Source: an optimization exercise on an open RTL-to-GDS flow (aim: small area). Production flows keep margins and buffers that such runs may drop. Only simulation tests tie the RTL to the original design; equivalence was not proved. No activity file was given, so power comes from the tool's default toggle rates.

==> 02-10: inputs <==
==> flow/design.v (excerpt) <==
module jic (
    input  wire        clk,
    input  wire        rst,
    input  wire [7:0]  btn_edge,
    input  wire        tick,
    input  wire [7:0]  pin,
    input  wire        conv_done,
    input  wire [15:0] raw0,
    input  wire [15:0] raw1,
    input  wire [15:0] raw2,
    input  wire [15:0] raw3,
    input  wire        tx_done,
    input  wire        plat_fault,
    input  wire [5:0]  tx_raddr,
    output reg         conv_start,
    output reg         tx_start,
    output wire [5:0]  tx_len,
    output wire [7:0]  tx_rdata,
    output wire        tx_busy,
    output wire [7:0]  frame_btn,
    output wire [15:0] frame_ax0,
    output wire [15:0] frame_ax1,
    output wire [15:0] frame_ax2,
    output wire [15:0] frame_ax3,
    output wire        frame_valid,
    output wire        halted
);
export LEC_CHECK = 0
export ABC_AREA = 1
export CAP_MARGIN = 20
export CORE_MARGIN = 2
export CORE_UTILIZATION = 65
export SLEW_MARGIN = 20
create_clock -name core_clock -period 32.0 [get_ports {clk}]
standard.sh (not shown) runs the stock make flow with config.mk's settings and CLKGATE_MAP_FILE= SYNTH_SCRIPT=/design/flow/synth_recipe.tcl, a recipe that flattens the netlist after the stock synthesis.
==> flow/flow/run.sh <==
#!/bin/bash
# Layout flow: the standard synthesis, its combinational logic re-mapped for
# area (registers untouched), then the standard layout steps with the
# smallest buffer cell on the ports and a clock tree without dummy loads.
set -uo pipefail
HERE=$(cd "$(dirname "$0")" && pwd)
export BUFFER_PORTS_ARGS="-buffer_cell sky130_fd_sc_hd__buf_1"
export CTS_ARGS="-sink_clustering_enable -repair_clock_nets -dont_use_dummy_load -buf_list sky130_fd_sc_hd__clkbuf_4 -sink_clustering_size 8 -sink_clustering_max_diameter 60"

bash standard.sh synth > standard_synth.log 2>&1 || { tail -20 standard_synth.log; exit 1; }

RES=$PWD/orfs/results/$FLOW_PLATFORM/jic/base
LOGS=$PWD/orfs/logs/$FLOW_PLATFORM/jic/base
LIB=$FLOW_HOME/platforms/$FLOW_PLATFORM/lib/sky130_fd_sc_hd__tt_025C_1v80.lib
DU=$(grep -o -- "-dont_use [^ ]*" $LOGS/1_2_yosys.log | sort -u | tr '\n' ' ')
cp $RES/1_2_yosys.v standard_1_2_yosys.v
if bash $HERE/resyn.sh standard_1_2_yosys.v resyn_1_2_yosys.v "$LIB" "$DU" > resyn.log 2>&1; then
  # keep the result only if it has the same registers
  regs() { grep -oE "sky130_fd_sc_hd__e?dfxtp_[0-9] +[^ (]+" "$1" | sort; }
  if [[ -s resyn_1_2_yosys.v ]] && diff <(regs standard_1_2_yosys.v) <(regs resyn_1_2_yosys.v) > resyn_regs.diff; then
    cp resyn_1_2_yosys.v $RES/1_2_yosys.v
    rm -f $RES/1_synth.odb $RES/1_synth.sdc
    echo "re-mapped netlist in use" >> resyn.log
  else
    echo "register mismatch: standard netlist kept" >> resyn.log
  fi
else
  echo "re-map failed: standard netlist kept" >> resyn.log
fi

bash standard.sh > standard.log 2>&1
status=$?
tail -20 standard.log
exit $status
Other scripts of this flow, unchanged in this note and not shown: flow/flow/lib2v.py, flow/flow/resyn.abc, flow/flow/resyn.sh
==> inputs of 12-06, as changes to 02-10 <==
--- a/flow/design.v
+++ b/flow/design.v
@@ -217,51 +217,46 @@
     reg         div_q;              
     reg         halted_q;
     reg  [3:0]  deb_q [0:7];        
     reg  [7:0]  stable_q;
     reg  [4:0]  cnt_q;              
     reg  [3:0]  rp_q;               
     reg  [7:0]  btn_snap_q;
     reg         conv_busy_q;
-    reg  [15:0] acc_q [0:3];        
+    reg  [20:0] acc_q [0:3];        
     reg         frame_valid_q;
     reg  [7:0]  frame_btn_q;
     reg  [12:0] frame_ax_q [0:3];
     reg  [7:0]  pkt_btn_q;
     reg  [12:0] pkt_ax_q [0:3];
     reg         tx_busy_q;
     wire [15:0] raw [0:3];
     assign raw[0] = raw0;
     assign raw[1] = raw1;
     assign raw[2] = raw2;
     assign raw[3] = raw3;
     wire active = !halted_q && !plat_fault;
     wire [12:0] ch_scaled [0:3];
     wire [20:0] acc_sum   [0:3];
     wire [20:0] acc_div   [0:3];
-    wire [4:0]  acc_hi    [0:3];
-    assign acc_hi[0] = frame_ax_q[1][4:0];
-    assign acc_hi[1] = frame_ax_q[0][4:0];
-    assign acc_hi[2] = frame_ax_q[3][4:0];
-    assign acc_hi[3] = frame_ax_q[2][4:0];
     genvar g;
     generate
         for (g = 0; g < 4; g = g + 1) begin : g_ch
             localparam NEG = (g == 1 || g == 2);
             wire        cin = NEG ? 1'b0 : mode_q;
             wire        c16, c21;
             wire [15:0] lo;
             wire [4:0]  hi;
             jic_add #(16) u_add (.a(raw[g]), .b(acc_q[g][15:0]), .ci(cin), .s(lo), .co(c16));
-            jic_add #(5)  u_inc (.a(acc_hi[g]), .b(5'd0), .ci(c16), .s(hi), .co(c21));
+            jic_add #(5)  u_inc (.a(acc_q[g][20:16]), .b(5'd0), .ci(c16), .s(hi), .co(c21));
             assign acc_sum[g] = {hi, lo};
             wire [16:0] d   = {~c16, lo};
             jic_scale #(.NEG(NEG)) u_scale (.d(d), .scaled(ch_scaled[g]));
-            wire [5:0] r  = {acc_hi[g], acc_q[g][15]};
+            wire [5:0] r  = {acc_q[g][20:16], acc_q[g][15]};
             wire       qb = r[5] | (r[4] & (r[3] | r[2]));    
             wire [5:0] rs;
             wire       cs;
             jic_add #(6) u_sub (.a(r), .b(6'd44), .ci(1'b0), .s(rs), .co(cs));   
             wire [5:0] rn = qb ? rs : r;
             assign acc_div[g] = {rn[4:0], acc_q[g][14:0], ~qb};
         end
     endgenerate
@@ -314,17 +309,17 @@
             halted_q       <= 1'b0;
             for (i = 0; i < 8; i = i + 1)
                 deb_q[i] <= 4'd0;
             stable_q       <= 8'd0;
             cnt_q          <= 5'd0;
             rp_q           <= 4'd0;
             conv_busy_q    <= 1'b0;
             for (c = 0; c < 4; c = c + 1)
-                acc_q[c] <= 16'd0;
+                acc_q[c] <= 21'd0;
             frame_valid_q  <= 1'b0;
             tx_busy_q      <= 1'b0;
             conv_start     <= 1'b0;
             tx_start       <= 1'b0;
         end else begin
             if (plat_fault)
                 halted_q <= 1'b1;
             if (switch_en) begin
@@ -351,51 +346,37 @@
                 rp_q <= rp_inc;
                 if (rp_q == 4'd15)
                     div_q <= 1'b0;
             end else if (active && wrap) begin
                 rp_q <= rp_wrap ? 4'd0 : rp_inc;
             end
             for (c = 0; c < 4; c = c + 1) begin
                 if (cal_conv)
-                    acc_q[c] <= acc_sum[c][15:0];
+                    acc_q[c] <= acc_sum[c];
                 else if (div_step)
-                    acc_q[c] <= acc_div[c][15:0];
+                    acc_q[c][15:0] <= acc_div[c][15:0];
+                if (mode_q)
+                    acc_q[c][20:16] <= acc_div[c][20:16];
             end
             conv_start <= active && wrap;
             tx_start   <= render;
         end
     end
     always @(posedge clk) begin
-        if (rst) begin
-            for (c = 0; c < 4; c = c + 1)
-                frame_ax_q[c][4:0] <= 5'd0;
-        end else if (commit) begin
-            frame_ax_q[0] <= ch_scaled[1];
-            frame_ax_q[1] <= ch_scaled[0];
-            frame_ax_q[2] <= ch_scaled[3];
-            frame_ax_q[3] <= ch_scaled[2];
-        end else if (cal_conv) begin
-            frame_ax_q[1][4:0] <= acc_sum[0][20:16];
-            frame_ax_q[0][4:0] <= acc_sum[1][20:16];
-            frame_ax_q[3][4:0] <= acc_sum[2][20:16];
-            frame_ax_q[2][4:0] <= acc_sum[3][20:16];
-        end else if (div_step) begin
-            frame_ax_q[1][4:0] <= acc_div[0][20:16];
-            frame_ax_q[0][4:0] <= acc_div[1][20:16];
-            frame_ax_q[3][4:0] <= acc_div[2][20:16];
-            frame_ax_q[2][4:0] <= acc_div[3][20:16];
-        end
-    end
-    always @(posedge clk) begin
         if (!rst) begin
             if (active && wrap)
                 btn_snap_q <= stable_n;
-            if (commit)
+            if (commit) begin
                 frame_btn_q   <= btn_snap_q;
+                frame_ax_q[0] <= ch_scaled[1];
+                frame_ax_q[1] <= ch_scaled[0];
+                frame_ax_q[2] <= ch_scaled[3];
+                frame_ax_q[3] <= ch_scaled[2];
+            end
             if (render) begin
                 pkt_btn_q   <= btn_snap_q;
                 pkt_ax_q[0] <= ch_scaled[1];
                 pkt_ax_q[1] <= ch_scaled[0];
                 pkt_ax_q[2] <= ch_scaled[3];
                 pkt_ax_q[3] <= ch_scaled[2];
             end
         end
==> flow/config.mk (replaced) <==
export PLATFORM = sky130hd
export DESIGN_NAME = jic
export DESIGN_NICKNAME = jic
export VERILOG_FILES = /design/flow/design.v
export SDC_FILE = /design/flow/constraint.sdc
export NUM_CORES = 4
export LEC_CHECK = 0
export ABC_AREA = 1
export CAP_MARGIN = 20
export CORE_MARGIN = 2
export CORE_UTILIZATION = 60
export SLEW_MARGIN = 20
==> results.txt <==
- 12-06 finished clean. 02-10 ran to the end with no violations.
- In 02-10 the global-route usage is higher than in 12-06, by 3.8 points.
- In 12-06 the sequential share of layout area is higher than in 02-10, by 2.2 points.
- Between 12-06 and 02-10, the lower core utilization is in 12-06 (gap 4.8 points).
- Of 12-06 and 02-10, 12-06 has the higher setup slack (gap 0.58 ns).
- Against 12-06, the non-clock buffer count of 02-10 is lower by 1.
- Against 12-06, the combinational power of 02-10 is smaller by 5.1%.

==> port drivers added, routing unchanged <==
The flow's constraints put no driver on any port. The routed layouts listed below were extracted and timed again, unchanged, in two steps. Step 1: set_driving_cell puts a clkbuf_16 on clk and a buf_2 on each other input, an assumption about the parent block. Step 2 adds t to the input delays and takes it off the output delays; t is the mean of the earliest and latest rising clock arrival at the registers after step 1. Input paths then give back, and output paths get back, about the clock's delay inside the block. Three values: ideal, step 1, step 2; two values: the first two.
| run | shift t [ns] | setup slack, ns | slew at the worst register clock pin (ns) |
|---|---|---|---|
| 02-10 | 0.702 | 7.607 / 7.587 / 7.586 | 0.11 / 0.11 |
| 12-06 | 0.694 | 8.189 / 8.170 / 8.170 | 0.10 / 0.10 |
After both steps setup and hold are still met in every run listed. The setup slack of 02-10, which loses most, moves by -0.020 ns with the drivers and by -0.021 ns with both steps.
